This is an optimization exercise on Yosys and OpenROAD, whose aim is small area, a short achievable clock period and few clock cycles per item, not a production implementation.
RTL that was checked went through simulation tests only; none was proved equivalent to the original.
The RTL of runs 1 and 2 was laid out without a check of its function.
Power figures rest on the tool's default switching activity, not on a simulated workload.

[flow/flow/run.sh]
#!/bin/bash
# The standard layout (standard.sh, unchanged synthesis and steps), with the
# port buffers that ORFS inserts made plain buffers instead of delay cells.
set -euo pipefail
export BUFFER_PORTS_ARGS="-buffer_cell sky130_fd_sc_hd__buf_1"
bash standard.sh > standard.log 2>&1
[flow/standard.sh]
#!/bin/bash
# synth_recipe.tcl (not shown) runs the flow's synth.tcl, then flattens the netlist and writes it again
# the make line also repeats each setting of config.mk as NAME=value (left out here)
make -C /OpenROAD-flow-scripts/flow DESIGN_CONFIG=/design/flow/config.mk WORK_HOME=/design/flow/orfs CLKGATE_MAP_FILE= SYNTH_SCRIPT=/design/flow/synth_recipe.tcl "${@:-finish}"
[flow/config.mk]
export PLATFORM = sky130hd
export DESIGN_NAME = cptv_encoder
export DESIGN_NICKNAME = cptv_encoder
export VERILOG_FILES = /design/flow/design.v
export SDC_FILE = /design/flow/constraint.sdc
export NUM_CORES = 4
export LEC_CHECK = 0
export CAP_MARGIN = 20
export CORE_MARGIN = 2
export CORE_UTILIZATION = 40
export CTS_BUF_LIST = sky130_fd_sc_hd__clkbuf_4 sky130_fd_sc_hd__clkbuf_8
export CTS_CLUSTER_DIAMETER = 70
export CTS_CLUSTER_SIZE = 14
export SETUP_SLACK_MARGIN = 4.9
export SLEW_MARGIN = 20
[flow/constraint.sdc]
create_clock -name core_clock -period 7.5 [get_ports {clk}]
set_input_delay 1.5000 -clock core_clock [delete_from_list [all_inputs] [get_ports {clk}]]
set_output_delay 1.5000 -clock core_clock [all_outputs]
set_load 0.01 [all_outputs]
[flow/design.v]
module cptv_encoder (
    input  wire        clk,
    input  wire        rst,           
    input  wire        cmd_valid,
    output wire        cmd_ready,
    input  wire [4:0]  cmd_width,     
    input  wire [15:0] cmd_count,     
    input  wire        cmd_hist,      
    output reg         cmd_err,       
    input  wire        s_valid,
    output reg         s_ready,
    input  wire [15:0] s_data,
    input  wire        h_valid,
    output reg         h_ready,
    input  wire [15:0] h_data,
    output reg         out_valid,
    input  wire        out_ready,
    output wire [31:0] out_data,
    output reg         out_last,
    output reg         res_valid,
    output reg  [4:0]  res_width
);
    reg        idle;          
    reg        busy;          
    reg        fin;           
    reg [4:0]  width;         
    reg        hist;
    reg [15:0] cnt;           
    reg        ge2;           
    reg        rp;            
    reg        s_full, h_full;
    reg [15:0] s_reg, h_reg;
    reg        t_full;
    reg [16:0] t_q;
    reg [16:0] tprev;         
    reg [15:0] mor;           
    reg        c_full;
    reg [15:0] c_q;           
    reg [62:0] buf_q;
    reg [5:0]  fill;          
    reg [5:0]  sh;            
    assign cmd_ready = idle;
    assign out_data  = buf_q[62:31];
    wire accept = cmd_valid && idle;
    wire cmd_ok = (cmd_width <= 5'd16) && (cmd_count != 16'd0);
    wire start  = accept && cmd_ok;
    wire pack   = (width != 5'd0);
    wire xfer   = out_valid && out_ready;
    reg  go;
    wire h_ok   = h_full || !hist;
    wire pk     = c_full && go;
    wire mv2    = t_full && go;
    wire mv1    = s_full && h_ok && go;
    wire last   = !ge2;
    wire t_last = !busy;
    wire c_last = !busy && !t_full;
    wire s_take = s_valid && s_ready;
    wire h_take = h_valid && h_ready;
    wire [16:0] t     = {1'b0, s_reg} - {1'b0, h_reg};
    wire [17:0] r     = {t_q[16], t_q} - {tprev[16], tprev};
    wire [17:0] mag   = r[17] ? ~r : r;
    wire [15:0] mfold = {mag[16] | mag[15], mag[14:0]};
    wire [15:0] mask  = ~(16'hFFFF << width);
    wire [5:0]  pw   = ~sh;                       
    wire [15:0] f0 = c_q;
    wire [16:0] f1 = sh[0] ? {f0, 1'b0} : {1'b0, f0};
    wire [18:0] f2 = sh[1] ? {f1, 2'b0} : {2'b0, f1};
    wire [22:0] f3 = sh[2] ? {f2, 4'b0} : {4'b0, f2};
    wire [30:0] fine = sh[3] ? {f3, 8'b0} : {8'b0, f3};
    wire [3:0]  lane = {4{pk}} & (4'b0001 << sh[5:4]);
    wire [62:0] placed;
    genvar j;
    generate
        for (j = 0; j < 63; j = j + 1) begin : g_place
            if (j < 16)
                assign placed[j] = lane[0] & fine[j];
            else if (j % 16 == 15)
                assign placed[j] = lane[j / 16] & fine[15];
            else
                assign placed[j] = (lane[j / 16] & fine[j % 16]) |
                                   (lane[j / 16 - 1] & fine[16 + j % 16]);
        end
    endgenerate
    wire [62:0] orv      = buf_q | placed;
    wire [5:0]  fill_add = pk ? pw : fill;
    wire [62:0] buf_next  = xfer ? {orv[30:0], 32'd0} : orv;
    wire [5:0]  fill_next = xfer ? fill_x : fill_add;
    wire        fin_next  = (pk && c_last && pack) || (fin && !(xfer && out_last));
    wire        busy_next = start || (busy && !(mv1 && last));
    wire        sf_next   = s_take || (s_full && !mv1);
    wire        hf_next   = h_take || (h_full && !mv1);
    wire        tf_next   = go ? (s_full && h_ok) : t_full;
    wire        cf_next   = go ? t_full : c_full;
    wire        hist_next = accept ? cmd_hist : hist;
    wire        ge2_next  = accept ? (cmd_count[15:1] != 15'd0) :
                            mv1 ? ((cnt[15:2] != 14'd0) || (cnt[1] && cnt[0])) : ge2;
    wire        go_next   = !(fill_next[5] && fill_next[4]);
    wire [5:0]  fill_x    = {1'b0, fill_add[4:0] & {5{fill_add[5]}}};
    wire        hok_next  = hf_next || !hist_next;
    wire [5:0]  sh_add    = pk ? sh - {1'b0, width} : sh;
    wire [5:0]  sh_next   = accept ? ~{1'b0, cmd_width} : {sh_add[5] ^ xfer, sh_add[4:0]};
    reg [4:0] sel;
    integer i;
    always @(*) begin
        sel = 5'd1;
        for (i = 0; i < 15; i = i + 1)
            if (mor[i]) sel = i[4:0] + 5'd2;
        if (mor[15]) sel = 5'd0;
    end
    always @(posedge clk) begin
        if (accept) begin
            width <= cmd_width;
            hist  <= cmd_hist;
            cnt   <= cmd_count;
            tprev <= 17'd0;
            mor   <= 16'd0;
        end else begin
            if (mv1) cnt <= cnt - 16'd1;
            if (mv2) begin
                tprev <= t_q;
                mor   <= mor | mfold;
            end
        end
        ge2 <= ge2_next;
        if (!s_full || mv1) s_reg <= s_data;
        if (accept) h_reg <= 16'd0;
        else if (hist && (!h_full || mv1)) h_reg <= h_data;
        sh <= sh_next;
        if (go) begin
            t_q    <= t;
            c_q    <= r[15:0] & mask;
        end
        res_width <= sel;
        if (rst) begin
            idle      <= 1'b1;
            go        <= 1'b1;
            busy      <= 1'b0;
            fin       <= 1'b0;
            rp        <= 1'b0;
            s_full    <= 1'b0;
            h_full    <= 1'b0;
            s_ready   <= 1'b0;
            h_ready   <= 1'b0;
            t_full    <= 1'b0;
            c_full    <= 1'b0;
            buf_q     <= 63'd0;
            fill      <= 6'd0;
            out_valid <= 1'b0;
            out_last  <= 1'b0;
            res_valid <= 1'b0;
            cmd_err   <= 1'b0;
        end else begin
            cmd_err   <= accept && !cmd_ok;
            rp        <= mv2 && t_last;
            res_valid <= rp;
            busy      <= busy_next;
            s_full    <= sf_next;
            h_full    <= hf_next;
            t_full    <= tf_next;
            c_full    <= cf_next;
            fin       <= fin_next;
            idle      <= !busy_next && !tf_next && !cf_next && !fin_next;
            s_ready   <= (busy_next && !sf_next) ||
                         (sf_next && hok_next && go_next && ge2_next);
            h_ready   <= hist_next && ((busy_next && !hf_next) ||
                         (hf_next && sf_next && go_next && ge2_next));
            buf_q     <= buf_next;
            fill      <= fill_next;
            go        <= go_next;
            out_valid <= fill_next[5] || (fin_next && (fill_next != 6'd0));
            out_last  <= fin_next && !(fill_next[5] && (fill_next[4:0] != 5'd0));
        end
    end
endmodule
==> results.py, run 1 <==
metrics = {
    "clock_network": {
        "htree_levels": 1,
        "root_buffer": "clkbuf_8",
        "clk_pin_slew_ps": 90,
        "clock_latency_ps": 550,
        "numClockSinks": 216,
        "numCtsBuffers": 20,
        "cts_hold_buf": 0,
        "cts_tree": "yes",
        "clk_path_buf_depth": 3,
    },
    "timing": {
        "post-route-period-util_pct": 38.1,
        "setup_viol": 0,
        "skew_ps": 33.5,
        "tightest_slew_ps": 866,
        "tns_ps": 0,
        "maxSlewHeadroom_pct": 42.1,
        "max_freq_mhz": 350,
        "hold_viol": 0,
        "fin_crit_ps": 2860,
        "holdWs_ps": 431,
        "slew_violations": 0,
        "rsz0062_at_grt": "true",
    },
    "global_route": {
        "busiest_layer": "met2",
        "met1_usage_pct": 23.7,
        "use_met2_pct": 30.7,
        "grt_pass1_wl_um": 42200,
        "grt_use_total_pct": 18.0,
        "antenna_found_initial": 0,
        "grt-ovfl-total": 0,
        "grt_max_degree": 70,
        "grt_pass1_vias": 8255,
        "met3_usage_pct": 2.95,
    },
    "yosys": {
        "synthFlopType": "dfxtp_1",
        "synth_area_leaders": "dfxtp_1 25%, edfxtp_1 20%, nand2_1 5.1%, a21oi_1 4.8%, ha_1 4.5%",
        "ys_seq_elements": 216,
        "synth_area_mm2": 0.0111,
        "yosysSeqAreaShare_pct": 45.8,
        "synth_top_area_share_pct": 25.5,
        "synth_edf_count": 75,
        "ys_async_sr_fraction_pct": 0,
        "yosysWarnings": 1,
        "synth.distinct_cells": 65,
        "syn_area_per_cell_um2": 9.11,
        "synthesis.instances": 1216,
        "syn-num-nets": 1319,
        "synth_top_area_cell": "dfxtp_1",
    },
    "placed_design": {
        "port_buffers": 103,
        "gp_congestion": 0.845,
        "dp_hpwl_um": 18300,
        "post_dp_cell_area_mm2": 0.0117,
    },
    "die": {
        "coreArea_mm2": 0.0271,
        "dieArea_mm2": 0.0291,
        "die_w_um": 170,
        "initial_core_util_pct": 40.9,
        "dieHeight_um": 170,
        "pin_count": 104,
        "fp-row-count": 60,
    },
    "detailed_routing": {
        "via_per_inst": 5.26,
        "wl_um": 26300,
        "wl_per_cell_um": 15.7,
        "dr_total_vias": 8783,
        "antenna_left": 0,
        "dr.pass1.iters": 5,
        "drc": 0,
        "first_iter_violations": 521,
    },
    "finish": {
        "top_register": "buf_q",
        "antenna_cells": 0,
        "area_growth_pct": 14.4,
        "top_regs": "buf_q x63, t_q x17, tprev x17",
        "drive_above_1_share_pct": 13.6,
        "fin_area_mm2": 0.0127,
        "final_nets": 1387,
        "final_cell_mix": "149 x nand2_1, 135 x dfxtp_1, 106 x nor2_1",
        "largest_register_ffs": 63,
        "mostFrequentLayoutCell": "nand2_1",
    },
    "critical_path": {
        "rrSetupSlack_ps": 4640,
        "critPathMaxFanout": 3,
        "crit_path_start_kind": "flop",
        "end_kind": "flop",
        "r2r_cells": 13,
        "crit_arrival_ps": 3280,
        "worst_r2r_endpoint": "mor[15]$_SDFFE_PP0P_",
        "path_class": "flop to flop",
        "cp.required_ps": 7920,
        "rr_startpoint": "t_q[0]$_DFFE_PP_",
    },
    "power": {
        "p_leak_nw": 4.75,
        "power_density_mw_per_mm2": 292,
        "peakVddDrop_mv": 0.170,
        "power_mw": 3.71,
    },
    "hold_path": {
        "holdPathStages": 1,
        "hp-start": "mor[15]$_SDFFE_PP0P_",
        "min_to": "res_width[4]$_SDFF_PP0_",
        "min_path_type": "flop to flop",
    },
    "run": {
        "cap_violations": 0,
    },
    "outcome": {
        "outcome": "no timing/DRC/antenna violations",
    },
}
## stage by stage
| stage | std cells | setup slack, ps | utilization, % |
|---|---|---|---|
| after detailed placement | 1607 | 4150 | 43.1 |
| after CTS | 1659 | 4640 | 45.8 |
| after floorplan | 1216 | 4790 | - |
| final | 1669 | 4640 | 46.8 |
| after global routing | 1669 | 4530 | 46.8 |
| after global placement | 1607 | 4200 | 43.1 |
## cell usage after synthesis, drive strengths merged, types with 17 or more instances
| cell type | n |
|---|---|
| and2 | 17 |
| xor2 | 19 |
| edfxtp | 75 |
| nor2 | 109 |
| a21oi | 107 |
| nor2b | 20 |
| nand2 | 151 |
| a221oi | 25 |
| ha | 40 |
| dfxtp | 141 |
| a221o | 20 |
| a211oi | 43 |
| a21o | 24 |
| inv | 72 |
| nor3 | 18 |
| xnor2 | 35 |
| o21ai | 58 |
| buf | 43 |
| clkbuf | 53 |
## worst max-delay path by stage
stage	slack, ps	startpoint	depth (start not counted)	end
floorplan	4790	t_q[0]$_DFFE_PP_	13	mor[15]$_SDFFE_PP0P_
CTS	4640	t_q[10]$_DFFE_PP_	10	mor[15]$_SDFFE_PP0P_
global route	4530	t_q[0]$_DFFE_PP_	13	mor[15]$_SDFFE_PP0P_
detailed placement	4150	cmd_valid	9	h_ready$_SDFF_PP0_
global placement	4200	cmd_valid	9	h_ready$_SDFF_PP0_
finish	4640	t_q[0]$_DFFE_PP_	13	mor[15]$_SDFFE_PP0P_
## layer usage
metal  wire length, µm  vias to the layer above
li1                  -                     4449
met1             12100                     4111
met2             12500                      187
met3              1200                       36
met4               527                        0
met5                 0                        -
## power by group
group | total [mW] | switching [mW] | internal (mW)
sequential | 1.47 | 0.0950 | 1.38
clock | 0.758 | 0.405 | 0.352
combinational | 1.47 | 0.795 | 0.679
total | 3.71 | 1.29 | 2.41
## logic make-up after synthesis
kind of cell / synth area share, %
and+or+nand+nor: 14.9
AOI/OAI and AO/OA: 20.8
DFF: 45.8
buffers and inverters: 6.86
xor gates and xnor gates: 4.34
adders and majority gates: 5.06
muxes: 2.28
## critical path: stages, from the launching register on
cell and delay [ps]:
edfxtp_1 390, inv_1 80, ha_2 180, inv_2 40, fa_2 340, a211oi_2 210
o21ai_1 120, a21oi_2 180, o21bai_1 110, or4_4 450, a21oi_2 160, nor2b_1 140
a41oi_1 50, a221o_1 300
## layout make-up
cell class                      instances  area, µm²
Fill cell                            2656      14400
Multi-Input combinational cell        832       5660
Sequential cell                       216       5090
Timing Repair Buffer                  142        783
Tap cell                              372        465
Clock buffer                           31        370
Inverter                               72        270
Clock inverter                          4       47.5
## repair_timing
item / in CTS / in global routing
pin swaps: 10 / 10
gates resized for setup: 40 / 60
buffers inserted: 16 / 10
cloned: 1 / 0
endpoints found under the setup margin: 89 / 89
==> run 2, diff against run 1 <==
--- a/flow/design.v
+++ b/flow/design.v
@@ -58,15 +58,11 @@
     wire h_take = h_valid && h_ready;
     wire [16:0] t     = {1'b0, s_reg} - {1'b0, h_reg};
     wire [17:0] r     = {t_q[16], t_q} - {tprev[16], tprev};
-    wire [17:0] mag   = r[17] ? ~r : r;
-    wire [15:0] mfold = {mag[16] | mag[15], mag[14:0]};
+    wire [16:0] dif   = r[16:0] ^ r[17:1];
+    wire [15:0] mfold = {dif[16] | dif[15], dif[14:0]};
     wire [15:0] mask  = ~(16'hFFFF << width);
     wire [5:0]  pw   = ~sh;                       
-    wire [15:0] f0 = c_q;
-    wire [16:0] f1 = sh[0] ? {f0, 1'b0} : {1'b0, f0};
-    wire [18:0] f2 = sh[1] ? {f1, 2'b0} : {2'b0, f1};
-    wire [22:0] f3 = sh[2] ? {f2, 4'b0} : {4'b0, f2};
-    wire [30:0] fine = sh[3] ? {f3, 8'b0} : {8'b0, f3};
+    wire [30:0] fine = {15'd0, c_q} << sh[3:0];
     wire [3:0]  lane = {4{pk}} & (4'b0001 << sh[5:4]);
     wire [62:0] placed;
     genvar j;
--- a/flow/config.mk
+++ b/flow/config.mk
@@ -7,7 +7,7 @@
 export LEC_CHECK = 0
 export CAP_MARGIN = 20
 export CORE_MARGIN = 2
-export CORE_UTILIZATION = 40
+export CORE_UTILIZATION = 47
 export CTS_BUF_LIST = sky130_fd_sc_hd__clkbuf_4 sky130_fd_sc_hd__clkbuf_8
 export CTS_CLUSTER_DIAMETER = 70
 export CTS_CLUSTER_SIZE = 14
==> results.py, run 2 <==
metrics = {
    "yosys": {
        "synth_edf_count": 75,
        "synth_top_area_cell": "dfxtp_1",
        "ys_async_sr_fraction_pct": 0,
        "ys_seq_elements": 216,
        "synth_area_mm2": 0.0114,
        "synth_top_area_share_pct": 24.7,
        "syn-num-nets": 1344,
        "synthesis.instances": 1241,
        "synth_area_leaders": "dfxtp_1 25%, edfxtp_1 20%, a21oi_1 4.9%, nand2_1 4.7%, ha_1 4.4%",
        "synth.most_common_cell": "nand2_1",
        "yosysSeqAreaShare_pct": 44.5,
        "synthTopCellsByCount": "143 x nand2_1, 141 x dfxtp_1, 124 x nor2_1, 111 x a21oi_1, 75 x edfxtp_1",
        "yosysWarnings": 1,
        "synthFlopType": "dfxtp_1",
        "syn_area_per_cell_um2": 9.20,
        "synth.distinct_cells": 69,
    },
    "detailed_routing": {
        "first_iter_violations": 608,
        "dr_wl_met3_um": 1410,
        "antenna_left": 0,
        "wirelength_met1_um": 13300,
        "drc": 0,
        "top_layer": "met4",
        "wl_met2_um": 11600,
        "via_per_inst": 5.51,
        "dr.pass1.iters": 5,
        "wl_per_cell_um": 16.4,
        "wl_um": 26700,
        "dr_total_vias": 8990,
    },
    "clock_network": {
        "cts_tree": "yes",
        "htree_levels": 1,
        "numClockSinks": 216,
        "numCtsBuffers": 20,
        "clk_path_buf_depth": 3,
        "root_buffer": "clkbuf_8",
        "clock_latency_ps": 550,
        "clk_pin_slew_ps": 100,
    },
    "finish": {
        "top_register": "buf_q",
        "nFillCells": 2351,
        "multi_input_area_mm2": 0.00575,
        "layoutNonFillerInstCount": 1632,
        "final_nets": 1399,
        "antenna_cells": 0,
        "largest_register_ffs": 63,
        "top_regs": "buf_q x63, t_q x17, tprev x17",
        "final_cell_mix": "140 x nand2_1, 133 x dfxtp_1, 124 x nor2_1",
        "mostFrequentLayoutCell": "nand2_1",
        "final-seq-area_mm2": 0.00509,
        "final_util_pct": 52.0,
        "fin_area_mm2": 0.0125,
        "area_growth_pct": 9.84,
        "drive_above_1_share_pct": 11.4,
    },
    "global_route": {
        "grt-ovfl-total": 0,
        "grt_max_degree": 48,
        "grt_pass1_wl_um": 43300,
        "grt_use_total_pct": 20.3,
        "grt_pass1_vias": 8373,
        "antenna_found_initial": 0,
    },
    "critical_path": {
        "path_class": "flop to flop",
        "path_buf_inv": 2,
        "crit_arrival_ps": 3050,
        "crit_path_start_kind": "flop",
        "crit_family": "compound AO/OA/AOI/OAI gates",
        "cp_slowest_cell": "or4_1",
        "end_kind": "flop",
        "max_stage_delay_ps": 470,
        "critPathMaxFanout": 4,
        "crit_chain": "inv_1 > ha_2 > inv_2 > fa_2 > a21o_1 > a221oi_4 > a21bo_2 > a21boi_2 > or4_1 > a31oi_1 > nor2_1",
        "cp.required_ps": 7930,
    },
    "timing": {
        "setup_viol": 0,
        "tns_ps": 0,
        "rsz0062_at_grt": "true",
        "tightest_slew_ps": 767,
        "slew_violations": 0,
        "max_freq_mhz": 381,
        "maxSlewHeadroom_pct": 48.4,
        "skew_ps": 21.0,
        "fin_crit_ps": 2630,
        "hold_viol": 0,
        "post-route-period-util_pct": 35.0,
    },
    "placed_design": {
        "gp_congestion": 0.793,
        "post_dp_cell_area_mm2": 0.0118,
        "port_buffers": 103,
        "dp_hpwl_um": 18400,
        "dp_cells": 1582,
    },
    "die": {
        "dieHeight_um": 160,
        "dieArea_mm2": 0.0256,
        "die_w_um": 160,
        "pin_count": 104,
        "fp-row-count": 57,
        "initial_core_util_pct": 47.4,
        "coreArea_mm2": 0.0241,
    },
    "power": {
        "p_leak_nw": 4.69,
        "power_mw": 3.63,
        "peakVddDrop_mv": 0.169,
        "power_density_mw_per_mm2": 289,
    },
    "hold_path": {
        "min_path_type": "flop to flop",
    },
    "outcome": {
        "outcome": "no timing/DRC/antenna violations",
    },
    "run": {
        "cap_violations": 0,
    },
}
==> run 2: cell types whose count changed after synthesis, sizes merged, moves of 8 or more <==
cell   change
nor2      +15
nor3      +12
inv       -10
mux4       +8
nand2      -8
==> run 2: worst reg2reg max path, delay by kind of cell (launching register included) <==
kind / cells / cell delay (ps)
AOI/OAI and AO/OA: 5 / 990
and+or+nand+nor: 2 / 520
adders and majority gates: 2 / 500
DFF: 1 / 400
buffers and inverters: 2 / 120
==> run 2: cell type report <==
cell class	count	share of cell area, %
Clock inverter	3	0.200
Inverter	62	1.88
Sequential cell	216	40.6
Clock buffer	31	2.90
Multi-Input combinational cell	867	45.8
Timing Repair Buffer	129	5.35
Tap cell	324	3.23
==> run 2: kinds of logic after synthesis <==
family	synth area share [%]
AND/OR/NAND/NOR	15.9
AO/OA/AOI/OAI	19.6
flip-flops	44.5
buffers and inverters	6.43
XOR/XNOR	3.92
adder cells (fa/ha/maj)	4.91
multiplexers	4.84
==> run 2: metrics by stage <==
| stage | setup WS [ps] | hold slack [ps] |
|---|---|---|
| after floorplan | 4920 | 406 |
| after global placement | 4130 | 429 |
| after detailed placement | 4040 | 429 |
| after CTS | 4860 | 446 |
| after global routing | 4750 | 461 |
| final | 4870 | 436 |
==> run 2: path summary, 6_finish.rpt <==
path	start	end	slack, ps	depth (start not counted)
worst max register to register	t_q[0]$_DFFE_PP_	mor[10]$_SDFFE_PP0P_	4870	11
worst max-delay path	t_q[0]$_DFFE_PP_	mor[10]$_SDFFE_PP0P_	4870	11
worst min-delay path	rp$_SDFF_PP0_	res_valid$_SDFF_PP0_	440	1
worst min register to register	rp$_SDFF_PP0_	res_valid$_SDFF_PP0_	440	1
==> run 2: timing repair <==
| item | in CTS | in global routing |
|---|---|---|
| hold buffers | 0 | 0 |
| setup buffers | 11 | 5 |
| pin swaps | 8 | 13 |
| gates resized for setup | 41 | 39 |
| setup endpoints to repair | 105 | 77 |
==> run 2: metal layers <==
layer	vias up	track usage, %
met5	-	0
met1	4206	30.2
li1	4524	-
met4	0	4.34
met2	232	31.6
met3	28	2.86
==> run 2: power by group <==
group	internal, mW	switching (mW)
clock network	0.314	0.420
registers	1.38	0.110
logic	0.622	0.776
total	2.32	1.31
==> run 3, diff against run 2 <==
--- a/flow/design.v
+++ b/flow/design.v
@@ -58,8 +58,8 @@
     wire h_take = h_valid && h_ready;
     wire [16:0] t     = {1'b0, s_reg} - {1'b0, h_reg};
     wire [17:0] r     = {t_q[16], t_q} - {tprev[16], tprev};
-    wire [16:0] dif   = r[16:0] ^ r[17:1];
-    wire [15:0] mfold = {dif[16] | dif[15], dif[14:0]};
+    wire [17:0] mag   = r[17] ? ~r : r;
+    wire [15:0] mfold = {mag[16] | mag[15], mag[14:0]};
     wire [15:0] mask  = ~(16'hFFFF << width);
     wire [5:0]  pw   = ~sh;                       
     wire [30:0] fine = {15'd0, c_q} << sh[3:0];
--- a/flow/config.mk
+++ b/flow/config.mk
@@ -5,11 +5,12 @@
 export SDC_FILE = /design/flow/constraint.sdc
 export NUM_CORES = 4
 export LEC_CHECK = 0
-export CAP_MARGIN = 20
+export CAP_MARGIN = 0
 export CORE_MARGIN = 2
 export CORE_UTILIZATION = 47
 export CTS_BUF_LIST = sky130_fd_sc_hd__clkbuf_4 sky130_fd_sc_hd__clkbuf_8
 export CTS_CLUSTER_DIAMETER = 70
 export CTS_CLUSTER_SIZE = 14
+export PLACE_DENSITY = 0.75
 export SETUP_SLACK_MARGIN = 4.9
-export SLEW_MARGIN = 20
+export SLEW_MARGIN = 0
==> results.py, run 3 <==
metrics = {
    "finish": {
        "mostFrequentLayoutCell": "nand2_1",
        "top_regs": "buf_q x63, t_q x17, tprev x17",
        "nFillCells": 2182,
        "final-seq-area_mm2": 0.00508,
        "final_cell_mix": "153 x nand2_1, 138 x dfxtp_1, 128 x nor2_1",
        "drive_above_1_share_pct": 10.2,
        "final_nets": 1384,
        "layoutNonFillerInstCount": 1611,
        "fin_area_mm2": 0.0122,
        "largest_register_ffs": 63,
        "multi_input_area_mm2": 0.00550,
        "area_growth_pct": 9.41,
        "top_register": "buf_q",
        "antenna_cells": 0,
    },
    "clock_network": {
        "numCtsBuffers": 19,
        "clk_path_buf_depth": 3,
        "cts_hold_buf": 0,
        "numClockSinks": 216,
        "root_buffer": "clkbuf_8",
        "clk_pin_slew_ps": 90,
        "htree_levels": 1,
        "clock_latency_ps": 530,
        "cts_tree": "yes",
    },
    "global_route": {
        "grt-ovfl-total": 0,
        "grt_pass1_wl_um": 40200,
        "grt_pass1_vias": 8082,
        "grt_use_total_pct": 19.6,
        "antenna_found_initial": 0,
        "grt_max_degree": 73,
    },
    "placed_design": {
        "port_buffers": 103,
        "post_dp_cell_area_mm2": 0.0115,
        "dp_hpwl_um": 17300,
        "place_ws_ps": 4000,
        "gp_congestion": 0.942,
        "dp_cells": 1561,
    },
    "yosys": {
        "syn-num-nets": 1332,
        "synth.distinct_cells": 65,
        "synth_top_area_cell": "dfxtp_1",
        "synthTopCellsByCount": "158 x nand2_1, 141 x dfxtp_1, 129 x nor2_1, 123 x a21oi_1, 75 x edfxtp_1",
        "synth.most_common_cell": "nand2_1",
        "synthFlopType": "dfxtp_1",
        "yosysSeqAreaShare_pct": 45.5,
        "synth_area_mm2": 0.0111,
        "syn_area_per_cell_um2": 9.07,
        "ys_async_sr_fraction_pct": 0,
        "yosysWarnings": 1,
        "synth_area_leaders": "dfxtp_1 25%, edfxtp_1 20%, a21oi_1 5.5%, nand2_1 5.3%, ha_1 4.5%",
        "synthesis.instances": 1229,
        "synth_edf_count": 75,
        "synth_top_area_share_pct": 25.3,
        "ys_seq_elements": 216,
    },
    "critical_path": {
        "crit_arrival_ps": 2870,
        "crit_path_start_kind": "flop",
        "r2r_cells": 11,
        "rrSetupSlack_ps": 4890,
        "worst_r2r_endpoint": "c_q[10]$_DFFE_PP_",
        "critPathMaxFanout": 3,
        "end_kind": "flop",
        "cp.required_ps": 7760,
        "path_class": "flop to flop",
        "rr_startpoint": "t_q[0]$_DFFE_PP_",
    },
    "die": {
        "dieHeight_um": 158,
        "pin_count": 104,
        "die_w_um": 158,
        "fp-row-count": 56,
        "initial_core_util_pct": 47.6,
        "dieArea_mm2": 0.0250,
        "coreArea_mm2": 0.0234,
    },
    "timing": {
        "fin_crit_ps": 2610,
        "tightest_slew_ps": 877,
        "max_freq_mhz": 382,
        "skew_ps": 23.1,
        "post-route-period-util_pct": 34.9,
        "rsz0062_at_grt": "true",
        "slew_violations": 0,
        "hold_viol": 0,
        "maxSlewHeadroom_pct": 41.0,
        "finalWorstSetupSlack_ps": 4890,
        "setup_viol": 0,
        "tns_ps": 0,
    },
    "detailed_routing": {
        "first_iter_violations": 629,
        "antenna_left": 0,
        "dr.pass1.iters": 5,
        "wl_per_cell_um": 15.4,
        "wl_um": 24800,
        "dr_total_vias": 8840,
        "drc": 0,
        "via_per_inst": 5.49,
    },
    "hold_path": {
        "holdPathStages": 1,
        "min_to": "res_width[4]$_SDFF_PP0_",
        "hp-start": "mor[15]$_SDFFE_PP0P_",
        "min_path_type": "flop to flop",
    },
    "power": {
        "power_density_mw_per_mm2": 278,
        "peakVddDrop_mv": 0.165,
        "p_leak_nw": 4.45,
    },
    "outcome": {
        "outcome": "no timing/DRC/antenna violations",
    },
    "run": {
        "cap_violations": 0,
    },
}
[run 3: kinds of logic (layout without fill, tap and decap cells)]
group           count (synthesis)  in the layout  synth area share [%]
simple gates                  402            403                  15.9
buf+inv                       158            220                  6.64
fa+ha+maj                      43             43                  5.03
compound gates                323            323                  18.8
mux                            32             32                  3.85
xor+xnor                       55             55                  4.32
flops                         216            216                  45.5
[run 3: what timing repair did]
item | 4_1_cts | 5_1_grt
cloned | 1 | 0
setup endpoints to repair | 102 | 108
gates resized for setup | 22 | 40
buffers inserted | 11 | 6
pin swaps | 7 | 8
[run 3: per-layer routing]
layer / share of wire, % / up-vias / GRT usage, %
li1: - / 4450 / -
met1: 45 / 4086 / 26.6
met2: 46 / 248 / 31.9
met3: 5.6 / 56 / 3.20
met4: 3.2 / 0 / 6.65
met5: 0 / - / 0
[run 3: report_power, final]
part           internal [mW]  leakage [nW]  switching [mW]  total (mW)
combinational          0.518          2.34           0.721        1.24
sequential              1.38          1.92          0.0967        1.48
clock                  0.290         0.193           0.385       0.675
total                   2.19          4.45            1.20        3.39
[run 3: how the worst max path moves through the flow]
stage                           from              endpoint  slack [ps]  depth (start not counted)
global route        t_q[0]$_DFFE_PP_  mor[10]$_SDFFE_PP0P_        4760                         12
global placement           cmd_valid    h_ready$_SDFF_PP0_        4030                          8
finish              t_q[0]$_DFFE_PP_     c_q[10]$_DFFE_PP_        4890                         11
detailed placement         cmd_valid    h_ready$_SDFF_PP0_        4000                          8
CTS                 t_q[0]$_DFFE_PP_  mor[14]$_SDFFE_PP0P_        4860                         12
floorplan                  cmd_valid    h_ready$_SDFF_PP0_        4760                          7
[run 3: layout make-up]
| class | instances | share of cell area, % |
|---|---|---|
| flip-flops and latches | 216 | 41.7 |
| clock inverters | 3 | 0.164 |
| multi-input cells | 856 | 45.1 |
| inverters | 62 | 2.04 |
| well taps | 319 | 3.27 |
| repair buffers | 126 | 5.00 |
| clock buffers | 29 | 2.76 |
[run 3: critical path, cell delays in order (launching register included)]
cell      delay, ps
edfxtp_1        410
inv_1            80
ha_2            180
inv_2            40
fa_2            360
a211oi_2        240
o21ai_1         130
a31oi_1         240
o21bai_1        110
a21oi_2         200
xor2_2          250
nor2_1          100
[run 3: stage by stage]
step           util, %  total power, mW  hold WS (ps)
2_1_floorplan        -             2.35           406
3_3_place_gp      49.2             2.60           432
3_5_place_dp      49.2             2.62           433
4_1_cts           51.5             3.35           453
5_1_grt           52.1             3.61           471
6_report          52.1             3.39           445
Testbench counts of run 3, summed over its fixed seeds: cycles 463,669, samples 462,776.
==> run 4, diff against run 3 <==
--- a/flow/config.mk
+++ b/flow/config.mk
@@ -7,10 +7,9 @@
 export LEC_CHECK = 0
 export CAP_MARGIN = 0
 export CORE_MARGIN = 2
-export CORE_UTILIZATION = 47
+export CORE_UTILIZATION = 55
 export CTS_BUF_LIST = sky130_fd_sc_hd__clkbuf_4 sky130_fd_sc_hd__clkbuf_8
 export CTS_CLUSTER_DIAMETER = 70
 export CTS_CLUSTER_SIZE = 14
-export PLACE_DENSITY = 0.75
 export SETUP_SLACK_MARGIN = 4.9
 export SLEW_MARGIN = 0
==> results.py, run 4 <==
metrics = {
    "yosys": {
        "yosysWarnings": 1,
        "synthFlopType": "dfxtp_1",
        "synth_top_area_cell": "dfxtp_1",
        "syn-num-nets": 1332,
        "synth_area_mm2": 0.0111,
        "synth_area_leaders": "dfxtp_1 25%, edfxtp_1 20%, a21oi_1 5.5%, nand2_1 5.3%, ha_1 4.5%",
        "ys_async_sr_fraction_pct": 0,
        "synth.most_common_cell": "nand2_1",
        "synth_edf_count": 75,
        "synth.distinct_cells": 65,
        "synthesis.instances": 1229,
        "synth_top_area_share_pct": 25.3,
        "ys_seq_elements": 216,
        "yosysSeqAreaShare_pct": 45.5,
        "synthTopCellsByCount": "158 x nand2_1, 141 x dfxtp_1, 129 x nor2_1, 123 x a21oi_1, 75 x edfxtp_1",
        "syn_area_per_cell_um2": 9.07,
    },
    "detailed_routing": {
        "via_per_inst": 5.61,
        "dr.pass1.iters": 6,
        "first_iter_violations": 460,
        "drc": 0,
        "wl_per_cell_um": 16.4,
        "wl_um": 25600,
        "dr_total_vias": 8788,
        "antenna_left": 0,
    },
    "finish": {
        "top_register": "buf_q",
        "drive_above_1_share_pct": 10.4,
        "antenna_cells": 0,
        "final_nets": 1389,
        "fin_area_mm2": 0.0122,
        "largest_register_ffs": 63,
        "final_cell_mix": "154 x nand2_1, 136 x dfxtp_1, 128 x nor2_1",
        "mostFrequentLayoutCell": "nand2_1",
        "nFillCells": 1835,
        "top_regs": "buf_q x63, t_q x17, tprev x17",
        "area_growth_pct": 9.64,
    },
    "placed_design": {
        "gp_congestion": 0.851,
        "dp_hpwl_um": 17500,
        "port_buffers": 103,
        "post_dp_cell_area_mm2": 0.0115,
    },
    "global_route": {
        "antenna_found_initial": 0,
        "grt_max_degree": 73,
        "grt-ovfl-total": 0,
        "grt_use_total_pct": 24.0,
        "grt_pass1_vias": 8304,
        "grt_pass1_wl_um": 42300,
    },
    "power": {
        "peakVddDrop_mv": 0.150,
        "p_leak_nw": 4.47,
        "power_mw": 3.45,
        "power_density_mw_per_mm2": 282,
    },
    "clock_network": {
        "numCtsBuffers": 19,
        "cts_hold_buf": 0,
        "htree_levels": 1,
        "cts_tree": "yes",
        "clk_path_buf_depth": 3,
        "clock_latency_ps": 540,
        "clk_pin_slew_ps": 90,
        "root_buffer": "clkbuf_8",
        "numClockSinks": 216,
    },
    "timing": {
        "max_freq_mhz": 388,
        "hold_viol": 0,
        "rsz0062_at_grt": "true",
        "tns_ps": 0,
        "post-route-period-util_pct": 34.4,
        "fin_crit_ps": 2580,
        "slew_violations": 0,
        "tightest_slew_ps": 854,
        "maxSlewHeadroom_pct": 42.5,
        "setup_viol": 0,
        "skew_ps": 30.5,
    },
    "critical_path": {
        "crit_path_start_kind": "primary input",
        "path_class": "primary input to flop",
        "cp.required_ps": 7930,
        "critPathMaxFanout": 13,
        "end_kind": "flop",
        "crit_arrival_ps": 3010,
    },
    "die": {
        "dieHeight_um": 146,
        "dieArea_mm2": 0.0214,
        "fp-row-count": 52,
        "die_w_um": 146,
        "pin_count": 104,
        "initial_core_util_pct": 55.6,
        "coreArea_mm2": 0.0200,
    },
    "hold_path": {
        "min_path_type": "flop to flop",
    },
    "outcome": {
        "outcome": "no timing/DRC/antenna violations",
    },
    "run": {
        "cap_violations": 0,
    },
}
-- run 4: path summary, 6_finish.rpt --
kind                                      startpoint                 endpoint  slack, ps  cells past startpoint
worst max-delay path                       cmd_valid     mor[15]$_SDFFE_PP0P_       4920                      9
worst min-delay path            mor[15]$_SDFFE_PP0P_  res_width[4]$_SDFF_PP0_        450                      1
worst max register to register      t_q[1]$_DFFE_PP_     mor[15]$_SDFFE_PP0P_       4940                      9
worst min register to register  mor[15]$_SDFFE_PP0P_  res_width[4]$_SDFF_PP0_        450                      1
-- run 4: cell families after synthesis --
| family | synth area share, % |
|---|---|
| adders and majority gates | 5.03 |
| DFF | 45.5 |
| AOI/OAI and AO/OA | 18.8 |
| xor gates and xnor gates | 4.32 |
| buffers and inverters | 6.64 |
| and+or+nand+nor | 15.9 |
| muxes | 3.85 |
-- run 4: critical path, cell delays in order --
cell and delay (ps):
buf_2 180, nand2_8 120, buf_12 110, buf_4 170, nand2_1 270, a221oi_1 300, nand2_1 70, nand4b_1 170
o311ai_0 110
-- run 4: power breakdown --
group	leakage (nW)	switching, mW	internal (mW)
registers	1.92	0.0995	1.38
logic	2.34	0.737	0.520
clock network	0.201	0.393	0.321
total	4.47	1.23	2.22
-- run 4: metrics by stage --
step | hold slack (ps) | cells | util [%] | setup WS [ps]
floorplan | 406 | 1229 | - | 4760
global placement | 434 | 1516 | 57.4 | 4040
detailed placement | 440 | 1516 | 57.4 | 3970
CTS | 452 | 1562 | 60.3 | 4870
global route | 481 | 1566 | 61.0 | 4810
finish | 447 | 1566 | 61.0 | 4920
-- run 4: what timing repair did --
item	CTS	global route
cloned	1	0
pin swaps	15	16
buffers inserted	14	4
setup endpoints to repair	74	67
resized for setup	26	32
-- run 4: per-layer routing --
layer | wire length (µm) | track usage (%) | vias to the layer above
met2 | 11700 | 39.6 | 184
met3 | 1060 | 2.53 | 40
met1 | 12300 | 34.5 | 4122
met5 | 0 | 0 | -
li1 | - | - | 4442
met4 | 505 | 5.00 | 0
-- run 4: area by class of cell --
cell class	count	area (µm²)	share of cell area, %
Multi-Input combinational cell	856	5530	45.2
Sequential cell	216	5090	41.6
Timing Repair Buffer	131	649	5.31
Tap cell	270	338	2.76
Clock buffer	29	337	2.75
Inverter	62	249	2.04
Clock inverter	2	35.0	0.287
==> run 5, diff against run 4 <==
--- a/flow/config.mk
+++ b/flow/config.mk
@@ -7,9 +7,9 @@
 export LEC_CHECK = 0
 export CAP_MARGIN = 0
 export CORE_MARGIN = 2
-export CORE_UTILIZATION = 55
+export CORE_UTILIZATION = 47
 export CTS_BUF_LIST = sky130_fd_sc_hd__clkbuf_4 sky130_fd_sc_hd__clkbuf_8
 export CTS_CLUSTER_DIAMETER = 70
 export CTS_CLUSTER_SIZE = 14
-export SETUP_SLACK_MARGIN = 4.9
+export SETUP_SLACK_MARGIN = 4.97
 export SLEW_MARGIN = 0
==> results.py, run 5 <==
metrics = {
    "clock_network": {
        "clock_latency_ps": 540,
        "cts_tree": "yes",
        "clk_path_buf_depth": 3,
        "root_buffer": "clkbuf_8",
        "htree_levels": 1,
        "cts_hold_buf": 0,
        "clk_pin_slew_ps": 100,
        "numClockSinks": 216,
        "numCtsBuffers": 19,
    },
    "global_route": {
        "grt_pass1_wl_um": 42000,
        "antenna_found_initial": 0,
        "grt_max_degree": 73,
        "grt_use_total_pct": 20.8,
        "grt_pass1_vias": 8197,
        "grt-ovfl-total": 0,
    },
    "critical_path": {
        "end_kind": "flop",
        "critPathMaxFanout": 2,
        "cp-startpoint": "t_q[0]$_DFFE_PP_",
        "cp.required_ps": 7910,
        "crit_path_start_kind": "flop",
        "cp_slowest_cell": "edfxtp_1",
        "max_stage_delay_ps": 410,
        "path_buf_inv": 2,
        "crit_arrival_ps": 2980,
        "crit_chain": "inv_2 > ha_4 > inv_2 > fa_2 > a211oi_4 > o21ai_2 > a31oi_2 > o21bai_1 > a21oi_2 > xor2_2 > xor2_1 > o21ai_1",
        "crit_top_cell": "inv_2",
        "path_class": "flop to flop",
        "crit_family": "compound AO/OA/AOI/OAI gates",
        "rr_startpoint": "t_q[0]$_DFFE_PP_",
    },
    "timing": {
        "max_freq_mhz": 389,
        "setup_viol": 0,
        "slew_violations": 0,
        "hold_viol": 0,
        "skew_ps": 27.0,
        "fin_crit_ps": 2570,
        "post-route-period-util_pct": 34.3,
        "finalWorstSetupSlack_ps": 4930,
        "tns_ps": 0,
        "rsz0062_at_grt": "true",
        "maxSlewHeadroom_pct": 37.2,
        "tightest_slew_ps": 933,
    },
    "power": {
        "p_leak_nw": 4.74,
        "combPwrFrac_pct": 38.0,
        "clockPowerShare_pct": 19.6,
        "power_density_mw_per_mm2": 273,
        "p_int_mw": 2.22,
        "p_sw_share_pct": 36.1,
        "p_switching_mw": 1.25,
        "peakVddDrop_mv": 0.165,
        "seq_power_share_pct": 42.4,
    },
    "outcome": {
        "outcome": "no timing/DRC/antenna violations",
    },
    "hold_path": {
        "min_path_type": "flop to flop",
        "hp-start": "mor[15]$_SDFFE_PP0P_",
    },
    "finish": {
        "antenna_cells": 0,
        "area_growth_pct": 14.2,
        "multi_input_area_mm2": 0.00562,
        "mostFrequentLayoutCell": "nand2_1",
        "largest_register_ffs": 63,
        "layoutNonFillerInstCount": 1630,
        "top_register": "buf_q",
        "top_regs": "buf_q x63, t_q x17, tprev x17",
        "drive_above_1_share_pct": 17.6,
        "fin_area_mm2": 0.0127,
        "final_util_pct": 54.4,
        "final_cell_mix": "153 x nand2_1, 127 x nor2_1, 114 x a21oi_1",
        "nFillCells": 2185,
        "final_nets": 1403,
        "final-seq-area_mm2": 0.00513,
    },
    "yosys": {
        "synth_top_family_by_area": "compound AO/OA/AOI/OAI gates",
        "synth_edf_count": 75,
        "synth.most_common_cell": "nand2_1",
        "synth_xor_area_share_pct": 4.32,
        "synth_area_mm2": 0.0111,
        "synth_top_area_cell": "dfxtp_1",
        "synth_area_leaders": "dfxtp_1 25%, edfxtp_1 20%, a21oi_1 5.5%, nand2_1 5.3%, ha_1 4.5%",
        "ys_async_sr_fraction_pct": 0,
        "syn-num-nets": 1332,
        "synth_top_area_share_pct": 25.3,
        "synth.distinct_cells": 65,
        "syn_area_per_cell_um2": 9.07,
        "synthTopCellsByCount": "158 x nand2_1, 141 x dfxtp_1, 129 x nor2_1, 123 x a21oi_1, 75 x edfxtp_1",
        "synthesis.instances": 1229,
        "ys_seq_elements": 216,
        "yosysSeqAreaShare_pct": 45.5,
        "synthAdderAreaFrac_pct": 5.03,
        "synth_compound_area_share_pct": 18.8,
        "synthFlopType": "dfxtp_1",
        "synthMuxAreaShare_pct": 3.85,
        "post_synth_and_or_nand_nor_area_fraction_pct": 15.9,
        "yosysWarnings": 1,
    },
    "detailed_routing": {
        "dr_total_vias": 8842,
        "antenna_left": 0,
        "first_iter_violations": 550,
        "wl_um": 27000,
        "dr.pass1.iters": 5,
        "drc": 0,
        "via_per_inst": 5.42,
        "wl_per_cell_um": 16.5,
    },
    "placed_design": {
        "dp_hpwl_um": 17900,
        "port_buffers": 103,
        "gp_congestion": 0.916,
        "dp_cells": 1562,
        "post_dp_cell_area_mm2": 0.0115,
        "place_ws_ps": 3980,
    },
    "die": {
        "fp-row-count": 56,
        "initial_core_util_pct": 47.6,
        "dieArea_mm2": 0.0250,
        "pin_count": 104,
        "die_w_um": 158,
        "coreArea_mm2": 0.0234,
        "dieHeight_um": 158,
    },
    "run": {
        "cap_violations": 0,
    },
}
-- run 5: changes by cell type in the layout (fill, tap and decap cells not counted), moves of 2 or more --
cell and delta:
o21ai_1 +2, inv_8 +2, a21oi_1 -2, clkinvlp_4 +2, buf_1 -35, buf_6 +18, o21ai_0 -2, buf_4 +8
dfxtp_1 -32, dfxtp_2 +31, inv_1 -2, buf_2 +15
-- run 5: layout make-up --
type	instances	area share (%)
multi-input combinational	856	44.1
sequential	216	40.3
timing repair buffer	142	7.39
tap	319	3.13
clock buffer	29	2.64
inverter	62	2.06
timing repair inverter	3	0.216
clock inverter	3	0.138
-- run 5: power by group through the flow --
| stage | combinational (mW) | clock (mW) | sequential, mW |
|---|---|---|---|
| after global routing | 1.46 | 0.740 | 1.49 |
| after CTS | 1.22 | 0.697 | 1.48 |
| final | 1.32 | 0.680 | 1.47 |
| after floorplan | 0.878 | 0 | 1.47 |
| after detailed placement | 1.12 | 0 | 1.51 |
| after global placement | 1.12 | 0 | 1.51 |
-- run 5: path summary, 6_finish.rpt --
check                       endpoint  cells past startpoint  slack [ps]
max reg2reg     mor[10]$_SDFFE_PP0P_                     12        4930
min          res_width[4]$_SDFF_PP0_                      1         440
max             mor[10]$_SDFFE_PP0P_                     12        4930
min reg2reg  res_width[4]$_SDFF_PP0_                      1         440
-- run 5: layer usage --
metal | vias up | global-route usage [%] | part of all wire, %
met3 | 36 | 2.57 | 3.9
met2 | 201 | 33.7 | 46
li1 | 4479 | - | -
met4 | 0 | 4.80 | 1.9
met5 | - | 0 | 0
met1 | 4126 | 29.9 | 48
-- run 5: timing repair --
item / in CTS / in global routing
endpoints found under the setup margin: 121 / 117
gates cloned: 1 / 4
pin swaps: 13 / 25
gates resized for setup: 97 / 76
setup buffers: 15 / 16
hold endpoints to repair: 0 / 0
-- run 5: cells by family (layout without fill, tap and decap cells) --
group / after synthesis / after routing
adders and majority gates: 43 / 43
DFF: 216 / 216
AOI/OAI and AO/OA: 323 / 323
xor gates and xnor gates: 55 / 55
buffers and inverters: 158 / 239
and+or+nand+nor: 402 / 403
muxes: 32 / 32
-- run 5: stage by stage --
| step | hold WS (ps) | total power [mW] |
|---|---|---|
| global placement | 430 | 2.63 |
| global route | 475 | 3.69 |
| CTS | 449 | 3.40 |
| floorplan | 406 | 2.35 |
| detailed placement | 437 | 2.63 |
| finish | 441 | 3.48 |
==> run 6, diff against run 5 <==
--- a/flow/config.mk
+++ b/flow/config.mk
@@ -11,5 +11,5 @@
 export CTS_BUF_LIST = sky130_fd_sc_hd__clkbuf_4 sky130_fd_sc_hd__clkbuf_8
 export CTS_CLUSTER_DIAMETER = 70
 export CTS_CLUSTER_SIZE = 14
-export SETUP_SLACK_MARGIN = 4.97
+export SETUP_SLACK_MARGIN = 4.9
 export SLEW_MARGIN = 0
==> results.py, run 6 <==
metrics = {
    "outcome": {
        "outcome": "no timing/DRC/antenna violations",
    },
    "finish": {
        "top_regs": "buf_q x63, t_q x17, tprev x17",
        "layoutNonFillerInstCount": 1617,
        "largest_register_ffs": 63,
        "final_cell_mix": "154 x nand2_1, 131 x dfxtp_1, 124 x nor2_1",
        "mostFrequentLayoutCell": "nand2_1",
        "top_register": "buf_q",
        "antenna_cells": 0,
        "drive_above_1_share_pct": 12.2,
        "area_growth_pct": 10.8,
        "final_nets": 1391,
    },
    "timing": {
        "max_freq_mhz": 389,
        "hold_viol": 0,
        "setup_viol": 0,
        "rsz0062_at_grt": "true",
        "maxSlewHeadroom_pct": 41.0,
        "tns_ps": 0,
        "slew_violations": 0,
        "holdWs_ps": 453,
        "tightest_slew_ps": 877,
        "skew_ps": 29.3,
        "post-route-period-util_pct": 34.3,
        "fin_crit_ps": 2570,
    },
    "detailed_routing": {
        "antenna_left": 0,
        "first_iter_violations": 583,
        "wl_per_cell_um": 16.2,
        "dr_total_vias": 8843,
        "via_per_inst": 5.47,
        "wl_um": 26200,
        "dr.pass1.iters": 7,
        "drc": 0,
    },
    "placed_design": {
        "dp_cells": 1562,
        "dp_hpwl_um": 18000,
        "gp_congestion": 0.897,
        "port_buffers": 103,
    },
    "critical_path": {
        "crit_family": "flip-flops",
        "end_kind": "output port",
        "path_class": "flop to output port",
        "path_buf_inv": 1,
        "crit_path_start_kind": "flop",
        "max_stage_delay_ps": 380,
        "rrSetupSlack_ps": 4960,
        "cp.required_ps": 6000,
        "crit_chain": "buf_1",
        "cp_slowest_cell": "dfxtp_1",
        "crit_arrival_ps": 1070,
        "critPathMaxFanout": 2,
    },
    "yosys": {
        "synth.most_common_cell": "nand2_1",
        "ys_async_sr_fraction_pct": 0,
        "synth_top_area_cell": "dfxtp_1",
        "ys_seq_elements": 216,
        "yosysSeqAreaShare_pct": 45.5,
        "synthTopCellsByCount": "158 x nand2_1, 141 x dfxtp_1, 129 x nor2_1, 123 x a21oi_1, 75 x edfxtp_1",
        "synth.distinct_cells": 65,
        "synth_edf_count": 75,
        "yosysWarnings": 1,
        "syn_area_per_cell_um2": 9.07,
        "syn-num-nets": 1332,
        "synthesis.instances": 1229,
        "synth_area_mm2": 0.0111,
        "synth_area_leaders": "dfxtp_1 25%, edfxtp_1 20%, a21oi_1 5.5%, nand2_1 5.3%, ha_1 4.5%",
        "synth_top_area_share_pct": 25.3,
        "synthFlopType": "dfxtp_1",
    },
    "clock_network": {
        "cts_tree": "yes",
        "numCtsBuffers": 19,
        "htree_levels": 1,
        "root_buffer": "clkbuf_8",
        "clock_latency_ps": 540,
        "numClockSinks": 216,
        "clk_path_buf_depth": 3,
        "cts_hold_buf": 0,
        "clk_pin_slew_ps": 100,
    },
    "global_route": {
        "met3_usage_pct": 2.66,
        "use_met2_pct": 33.0,
        "grt_use_total_pct": 21.0,
        "met1_usage_pct": 30.5,
        "grt_max_degree": 73,
        "grt-ovfl-total": 0,
        "grt_pass1_vias": 8181,
        "busiest_layer": "met2",
        "antenna_found_initial": 0,
        "grt_pass1_wl_um": 42400,
    },
    "die": {
        "coreArea_mm2": 0.0234,
        "initial_core_util_pct": 47.6,
        "fp-row-count": 56,
        "dieHeight_um": 158,
        "die_w_um": 158,
        "dieArea_mm2": 0.0250,
        "pin_count": 104,
    },
    "run": {
        "cap_violations": 0,
    },
    "power": {
        "power_density_mw_per_mm2": 280,
        "power_mw": 3.46,
        "p_leak_nw": 4.51,
        "peakVddDrop_mv": 0.154,
    },
    "hold_path": {
        "min_path_type": "flop to flop",
    },
}
==> run 6: final cells by class <==
cell class	count	area, µm²
fill	2297	11100
multi-input combinational	856	5550
sequential	216	5090
timing repair buffer	133	709
tap	319	399
clock buffer	29	337
inverter	62	249
clock inverter	2	16.3
==> run 6: worst register-to-register path, cell delays in order (launching register included) <==
cell and delay [ps]:
edfxtp_1 420, inv_1 80, ha_2 180, inv_2 40
fa_2 350, a211oi_2 260, o21ai_2 120, a31oi_2 210
o21bai_1 110, a21oi_2 180, xor2_2 260, xor2_1 160
o21ai_0 80
==> run 6: report_power, final <==
part / switching [mW] / internal, mW
Sequential: 0.0981 / 1.38
Clock: 0.396 / 0.288
Combinational: 0.745 / 0.551
Total: 1.24 / 2.22
==> run 6: logic make-up after synthesis <==
kind of cell,after synthesis,share of synthesized area [%]
AO/OA/AOI/OAI,323,18.8
XOR/XNOR,55,4.32
adder cells (fa/ha/maj),43,5.03
buffers and inverters,158,6.64
flip-flops,216,45.5
multiplexers,32,3.85
AND/OR/NAND/NOR,402,15.9
==> run 6: routing by layer <==
metal  wire [µm]  part of all wire, %
met1       12600                   48
met2       11700                   45
met3        1240                  4.7
met4         586                  2.2
met5           0                    0
==> run 6: final timing paths <==
check / cells after the start / startpoint / endpoint
worst max-delay path: 1 / buf_q[60]$_SDFF_PP0_ / out_data[29]
worst min-delay path: 1 / mor[15]$_SDFFE_PP0P_ / res_width[4]$_SDFF_PP0_
worst max register to register: 12 / t_q[0]$_DFFE_PP_ / mor[10]$_SDFFE_PP0P_
worst min register to register: 1 / mor[15]$_SDFFE_PP0P_ / res_width[4]$_SDFF_PP0_
==> run 6: repair_timing <==
action                     CTS  global route
setup buffers               15             8
gates cloned                 1             0
setup endpoints to repair   93           100
gates resized for setup     33            49
pin swaps                   15            16
==> run 6: metrics by stage <==
| step | setup slack [ps] | instance area (µm²) | utilization (%) |
|---|---|---|---|
| CTS | 4900 | 12100 | 51.9 |
| detailed placement | 4000 | 11500 | 49.3 |
| global route | 4840 | 12300 | 52.8 |
| global placement | 4010 | 11500 | 49.3 |
| floorplan | 4760 | 11200 | - |
| finish | 4930 | 12300 | 52.8 |
==> run 7, diff against run 6 <==
==> flow/flow/run.sh (replaced) <==
#!/bin/bash
set -euo pipefail
export BUFFER_PORTS_ARGS="-buffer_cell sky130_fd_sc_hd__buf_1"
export RECOVER_POWER=50
bash standard.sh > standard.log 2>&1
==> results.py, run 7 <==
metrics = {
    "yosys": {
        "synthesis.instances": 1229,
        "synthFlopType": "dfxtp_1",
        "syn-num-nets": 1332,
        "synth_top_area_cell": "dfxtp_1",
        "synth_top_area_share_pct": 25.3,
        "synth_area_leaders": "dfxtp_1 25%, edfxtp_1 20%, a21oi_1 5.5%, nand2_1 5.3%, ha_1 4.5%",
        "synth_top_family_by_area": "compound AO/OA/AOI/OAI gates",
        "yosysSeqAreaShare_pct": 45.5,
        "synth_xor_area_share_pct": 4.32,
        "synthTopCellsByCount": "158 x nand2_1, 141 x dfxtp_1, 129 x nor2_1, 123 x a21oi_1, 75 x edfxtp_1",
        "post_synth_and_or_nand_nor_area_fraction_pct": 15.9,
        "synth_edf_count": 75,
        "synthMuxAreaShare_pct": 3.85,
        "ys_seq_elements": 216,
        "synth.most_common_cell": "nand2_1",
        "synth.distinct_cells": 65,
        "synth_area_mm2": 0.0111,
        "ys_async_sr_fraction_pct": 0,
        "syn_area_per_cell_um2": 9.07,
        "synth_compound_area_share_pct": 18.8,
        "yosysWarnings": 1,
        "synthAdderAreaFrac_pct": 5.03,
    },
    "die": {
        "pin_count": 104,
        "dieArea_mm2": 0.0250,
        "dieHeight_um": 158,
        "coreArea_mm2": 0.0234,
        "fp-row-count": 56,
        "die_w_um": 158,
        "initial_core_util_pct": 47.6,
    },
    "global_route": {
        "grt_pass1_vias": 8181,
        "antenna_found_initial": 0,
        "grt_max_degree": 73,
        "grt-ovfl-total": 0,
        "grt_use_total_pct": 21.0,
        "grt_pass1_wl_um": 42400,
    },
    "finish": {
        "final-seq-area_mm2": 0.00509,
        "final_cell_mix": "158 x nand2_1, 132 x dfxtp_1, 124 x nor2_1",
        "largest_register_ffs": 63,
        "antenna_cells": 0,
        "drive_above_1_share_pct": 11.1,
        "top_register": "buf_q",
        "nFillCells": 2314,
        "multi_input_area_mm2": 0.00549,
        "mostFrequentLayoutCell": "nand2_1",
        "layoutNonFillerInstCount": 1617,
        "top_regs": "buf_q x63, t_q x17, tprev x17",
        "final_nets": 1391,
        "area_growth_pct": 10.1,
    },
    "power": {
        "power_density_mw_per_mm2": 281,
        "peakVddDrop_mv": 0.154,
        "p_leak_nw": 4.49,
        "p_int_mw": 2.22,
        "p_switching_mw": 1.24,
        "combPwrFrac_pct": 37.3,
        "p_sw_share_pct": 35.8,
        "seq_power_share_pct": 42.8,
        "clockPowerShare_pct": 19.9,
    },
    "detailed_routing": {
        "wl_per_cell_um": 16.1,
        "wl_um": 26100,
        "via_per_inst": 5.48,
        "dr_total_vias": 8869,
        "drc": 0,
        "antenna_left": 0,
        "dr.pass1.iters": 5,
        "first_iter_violations": 517,
    },
    "timing": {
        "maxSlewHeadroom_pct": -46.8,
        "post-route-period-util_pct": 49.3,
        "rsz0062_at_grt": "true",
        "hold_viol": 0,
        "max_freq_mhz": 270,
        "tns_ps": 0,
        "skew_ps": 26.8,
        "slew_violations": 88,
        "fin_crit_ps": 3700,
        "tightest_slew_ps": 2200,
        "setup_viol": 0,
    },
    "critical_path": {
        "r2r_cells": 6,
        "cp.required_ps": 7940,
        "cp_slowest_cell": "dfxtp_1",
        "path_class": "flop to flop",
        "crit_chain": "o211ai_1 > nand2_1 > o22ai_1 > a2111oi_2 > o21ai_0 > a21oi_1",
        "end_kind": "flop",
        "path_buf_inv": 0,
        "crit_path_start_kind": "flop",
        "crit_family": "compound AO/OA/AOI/OAI gates",
        "max_stage_delay_ps": 1390,
        "worstSetupPathDepth": 6,
        "critPathMaxFanout": 40,
        "crit_arrival_ps": 4130,
    },
    "clock_network": {
        "numClockSinks": 216,
        "numCtsBuffers": 19,
        "cts_hold_buf": 0,
        "clk_pin_slew_ps": 100,
        "clk_path_buf_depth": 3,
        "root_buffer": "clkbuf_8",
        "clock_latency_ps": 540,
        "htree_levels": 1,
        "cts_tree": "yes",
    },
    "placed_design": {
        "gp_congestion": 0.897,
        "dp_hpwl_um": 18000,
        "port_buffers": 103,
        "dp_cells": 1562,
    },
    "hold_path": {
        "holdPathStages": 1,
        "min_path_type": "flop to flop",
    },
    "outcome": {
        "violations": "max-capacitance violations, max-slew violations",
        "outcome": "complete, but fails checks",
    },
    "run": {
        "cap_violations": 2,
    },
}
## run 7: layer usage
layer | vias to the layer above | routed length (µm) | track usage [%]
met3 | 35 | 1250 | 2.66
met4 | 0 | 539 | 6.01
met1 | 4178 | 12600 | 30.5
met2 | 207 | 11700 | 33.0
li1 | 4449 | - | -
met5 | - | 0 | 0
## run 7: worst paths after layout
kind                   startpoint                      end  slack [ps]
max                 go$_SDFF_PP1_       s_ready$_SDFF_PP0_        3800
min          mor[15]$_SDFFE_PP0P_  res_width[4]$_SDFF_PP0_         450
max reg2reg         go$_SDFF_PP1_       s_ready$_SDFF_PP0_        3800
min reg2reg  mor[15]$_SDFFE_PP0P_  res_width[4]$_SDFF_PP0_         450
## run 7: cells by family after synthesis
family,count (synthesis)
compound gates,323
xor+xnor,55
mux,32
buf+inv,158
flops,216
simple gates,402
fa+ha+maj,43
## run 7: power by group through the flow
stage	logic (mW)	clock network [mW]	registers, mW
6_report	1.29	0.686	1.48
3_5_place_dp	1.12	0	1.51
5_1_grt	1.43	0.749	1.50
2_1_floorplan	0.878	0	1.47
3_3_place_gp	1.12	0	1.51
4_1_cts	1.22	0.708	1.48
## run 7: area by class of cell
cell class	count	area share, %
clock inverters	2	0.132
well taps	319	3.25
inverters	62	2.03
repair buffers	133	5.68
flip-flops and latches	216	41.4
multi-input cells	856	44.7
clock buffers	29	2.74
## run 7: worst register-to-register path: stages, from the launching register on
cell	delay (ps)
dfxtp_1	1390
o211ai_1	580
nand2_1	780
o22ai_1	210
a2111oi_2	350
o21ai_0	140
a21oi_1	150
## run 7: per-stage QoR
stage	hold WS [ps]	total power, mW	setup slack, ps	cell area, µm²	util (%)
after floorplan	406	2.35	4760	11200	-
final	455	3.45	3800	12300	52.5
after global routing	473	3.68	3310	12300	52.5
after global placement	432	2.63	4010	11500	49.3
after CTS	454	3.41	4900	12100	51.9
after detailed placement	438	2.64	4000	11500	49.3
## run 7: timing repair
| action | 4_1_cts | 5_1_grt |
|---|---|---|
| hold endpoints to repair | 0 | 0 |
| gates resized for setup | 33 | 49 |
| endpoints found under the setup margin | 93 | 100 |
| pin swaps | 15 | 16 |
| buffers inserted | 15 | 8 |
| gates cloned | 1 | 0 |
==> run 8, diff against run 7 <==
==> flow/flow/run.sh (replaced) <==
#!/bin/bash
# The standard layout (standard.sh, unchanged synthesis and steps), with the
# port buffers that ORFS inserts made plain buffers instead of delay cells.
set -euo pipefail
export BUFFER_PORTS_ARGS="-buffer_cell sky130_fd_sc_hd__buf_1"
bash standard.sh > standard.log 2>&1
--- a/flow/config.mk
+++ b/flow/config.mk
@@ -9,7 +9,7 @@
 export CORE_MARGIN = 2
 export CORE_UTILIZATION = 47
 export CTS_BUF_LIST = sky130_fd_sc_hd__clkbuf_4 sky130_fd_sc_hd__clkbuf_8
-export CTS_CLUSTER_DIAMETER = 70
-export CTS_CLUSTER_SIZE = 14
+export CTS_CLUSTER_DIAMETER = 60
+export CTS_CLUSTER_SIZE = 12
 export SETUP_SLACK_MARGIN = 4.9
 export SLEW_MARGIN = 0
==> results.py, run 8 <==
metrics = {
    "yosys": {
        "synth_top_area_share_pct": 25.3,
        "synth_compound_area_share_pct": 18.8,
        "synth_top_family_by_area": "compound AO/OA/AOI/OAI gates",
        "yosysWarnings": 1,
        "yosysSeqAreaShare_pct": 45.5,
        "synthesis.instances": 1229,
        "ys_async_sr_fraction_pct": 0,
        "synthFlopType": "dfxtp_1",
        "syn_area_per_cell_um2": 9.07,
        "syn-num-nets": 1332,
        "synth.most_common_cell": "nand2_1",
        "synth_top_area_cell": "dfxtp_1",
        "ys_seq_elements": 216,
        "synth_xor_area_share_pct": 4.32,
        "synthAdderAreaFrac_pct": 5.03,
        "synth_edf_count": 75,
        "post_synth_and_or_nand_nor_area_fraction_pct": 15.9,
        "synth_area_mm2": 0.0111,
        "synthTopCellsByCount": "158 x nand2_1, 141 x dfxtp_1, 129 x nor2_1, 123 x a21oi_1, 75 x edfxtp_1",
        "synth.distinct_cells": 65,
        "synthMuxAreaShare_pct": 3.85,
        "synth_area_leaders": "dfxtp_1 25%, edfxtp_1 20%, a21oi_1 5.5%, nand2_1 5.3%, ha_1 4.5%",
    },
    "timing": {
        "maxSlewHeadroom_pct": 40.3,
        "setup_viol": 0,
        "tns_ps": 0,
        "max_freq_mhz": 384,
        "post-route-period-util_pct": 34.7,
        "hold_viol": 0,
        "fin_crit_ps": 2600,
        "rsz0062_at_grt": "true",
        "holdWs_ps": 450,
        "skew_ps": 18.5,
        "slew_violations": 0,
        "tightest_slew_ps": 888,
        "finalWorstSetupSlack_ps": 4900,
    },
    "finish": {
        "fin_area_mm2": 0.0126,
        "top_regs": "buf_q x63, t_q x17, tprev x17",
        "final_util_pct": 53.8,
        "layoutNonFillerInstCount": 1630,
        "antenna_cells": 0,
        "top_register": "buf_q",
        "mostFrequentLayoutCell": "nand2_1",
        "nFillCells": 2277,
        "largest_register_ffs": 63,
        "area_growth_pct": 13.0,
        "final_cell_mix": "154 x nand2_1, 132 x dfxtp_1, 125 x nor2_1",
        "final_nets": 1402,
        "drive_above_1_share_pct": 14.4,
    },
    "clock_network": {
        "cts_tree": "yes",
        "clk_pin_slew_ps": 90,
        "clock_latency_ps": 540,
        "numCtsBuffers": 22,
        "htree_levels": 1,
        "root_buffer": "clkbuf_8",
        "numClockSinks": 216,
        "cts_hold_buf": 0,
        "clk_path_buf_depth": 3,
    },
    "die": {
        "dieArea_mm2": 0.0250,
        "die_w_um": 158,
        "initial_core_util_pct": 47.6,
        "fp-row-count": 56,
        "coreArea_mm2": 0.0234,
        "dieHeight_um": 158,
        "pin_count": 104,
    },
    "critical_path": {
        "max_stage_delay_ps": 420,
        "crit_arrival_ps": 2880,
        "end_kind": "flop",
        "cp.required_ps": 7780,
        "crit_family": "compound AO/OA/AOI/OAI gates",
        "crit_path_start_kind": "flop",
        "cp_slowest_cell": "edfxtp_1",
        "path_buf_inv": 2,
        "crit_chain": "inv_1 > ha_2 > inv_2 > fa_2 > a211oi_2 > o21ai_2 > a31oi_2 > o21bai_1 > a21oi_2 > xor2_2 > nor2_1",
        "critPathMaxFanout": 2,
        "path_class": "flop to flop",
    },
    "detailed_routing": {
        "first_iter_violations": 605,
        "dr.pass1.iters": 7,
        "wl_per_cell_um": 16.4,
        "antenna_left": 0,
        "drc": 0,
        "via_per_inst": 5.48,
        "dr_total_vias": 8937,
        "wl_um": 26700,
    },
    "placed_design": {
        "dp_hpwl_um": 18000,
        "dp_cells": 1562,
        "post_dp_cell_area_mm2": 0.0115,
        "gp_congestion": 0.897,
        "port_buffers": 103,
        "place_ws_ps": 4000,
    },
    "global_route": {
        "grt_pass1_vias": 8186,
        "antenna_found_initial": 0,
        "grt_use_total_pct": 20.8,
        "grt-ovfl-total": 0,
        "grt_pass1_wl_um": 42100,
        "grt_max_degree": 73,
    },
    "hold_path": {
        "min_path_type": "flop to flop",
    },
    "power": {
        "p_sw_share_pct": 35.2,
        "power_mw": 3.61,
        "combPwrFrac_pct": 37.2,
        "seq_power_share_pct": 41.0,
        "p_int_mw": 2.34,
        "peakVddDrop_mv": 0.169,
        "p_leak_nw": 4.68,
        "power_density_mw_per_mm2": 286,
        "clockPowerShare_pct": 21.8,
        "p_switching_mw": 1.27,
    },
    "run": {
        "cap_violations": 0,
    },
    "outcome": {
        "outcome": "no timing/DRC/antenna violations",
    },
}
-- run 8: cell counts after synthesis --
No cell type changed its count.
-- run 8: path summary, 6_finish.rpt --
path	from	to	slack, ps	cells past startpoint
setup / recovery	t_q[0]$_DFFE_PP_	c_q[10]$_DFFE_PP_	4900	11
hold / removal	rp$_SDFF_PP0_	res_valid$_SDFF_PP0_	450	1
setup reg to reg	t_q[0]$_DFFE_PP_	c_q[10]$_DFFE_PP_	4900	11
hold reg to reg	rp$_SDFF_PP0_	res_valid$_SDFF_PP0_	450	1
-- run 8: per-layer routing --
layer	part of all wire, %	track usage, %
met1	48	30.0
met2	46	33.0
met3	5.2	2.82
met4	1.7	5.19
met5	0	0
-- run 8: repair_timing --
item,CTS,global route
gates resized for setup,27,82
pin swaps,15,21
gates cloned,0,4
setup endpoints to repair,93,104
setup buffers,11,17
-- run 8: final cells by class --
type / count / area (µm²) / share of cell area, %
Timing Repair Buffer: 139 / 772 / 6.13
Tap cell: 319 / 399 / 3.17
Clock inverter: 2 / 35.0 / 0.278
Multi-Input combinational cell: 856 / 5610 / 44.5
Sequential cell: 216 / 5090 / 40.4
Clock buffer: 34 / 412 / 3.27
Inverter: 62 / 259 / 2.06
Timing Repair inverter: 2 / 22.5 / 0.179
-- run 8: kinds of logic after synthesis --
| family | after synthesis |
|---|---|
| compound gates | 323 |
| xor+xnor | 55 |
| fa+ha+maj | 43 |
| buf+inv | 158 |
| flops | 216 |
| mux | 32 |
| simple gates | 402 |
-- run 8: worst reg2reg max path, stage by stage (launching register included) --
cell      delay, ps
edfxtp_1        420
inv_1            80
ha_2            200
inv_2            50
fa_2            350
a211oi_2        270
o21ai_2         120
a31oi_2         210
o21bai_1        110
a21oi_2         180
xor2_2          280
nor2_1           90
-- run 8: power by group through the flow --
stage                     clock network, mW  logic (mW)  registers, mW
after floorplan                           0       0.878           1.47
after global placement                    0        1.12           1.51
after detailed placement                  0        1.12           1.51
after CTS                             0.809        1.21           1.48
after global routing                  0.857        1.48           1.50
final                                 0.787        1.34           1.48

Re-timed with assumed drivers on the ports (clkbuf_16 on the clock, buf_2 on other inputs), run 8 has 4.892 ns of setup slack against 4.898 ns with ideal ports, and 4.420 ns once port delays also move by the mid clock arrival of 0.570 ns.
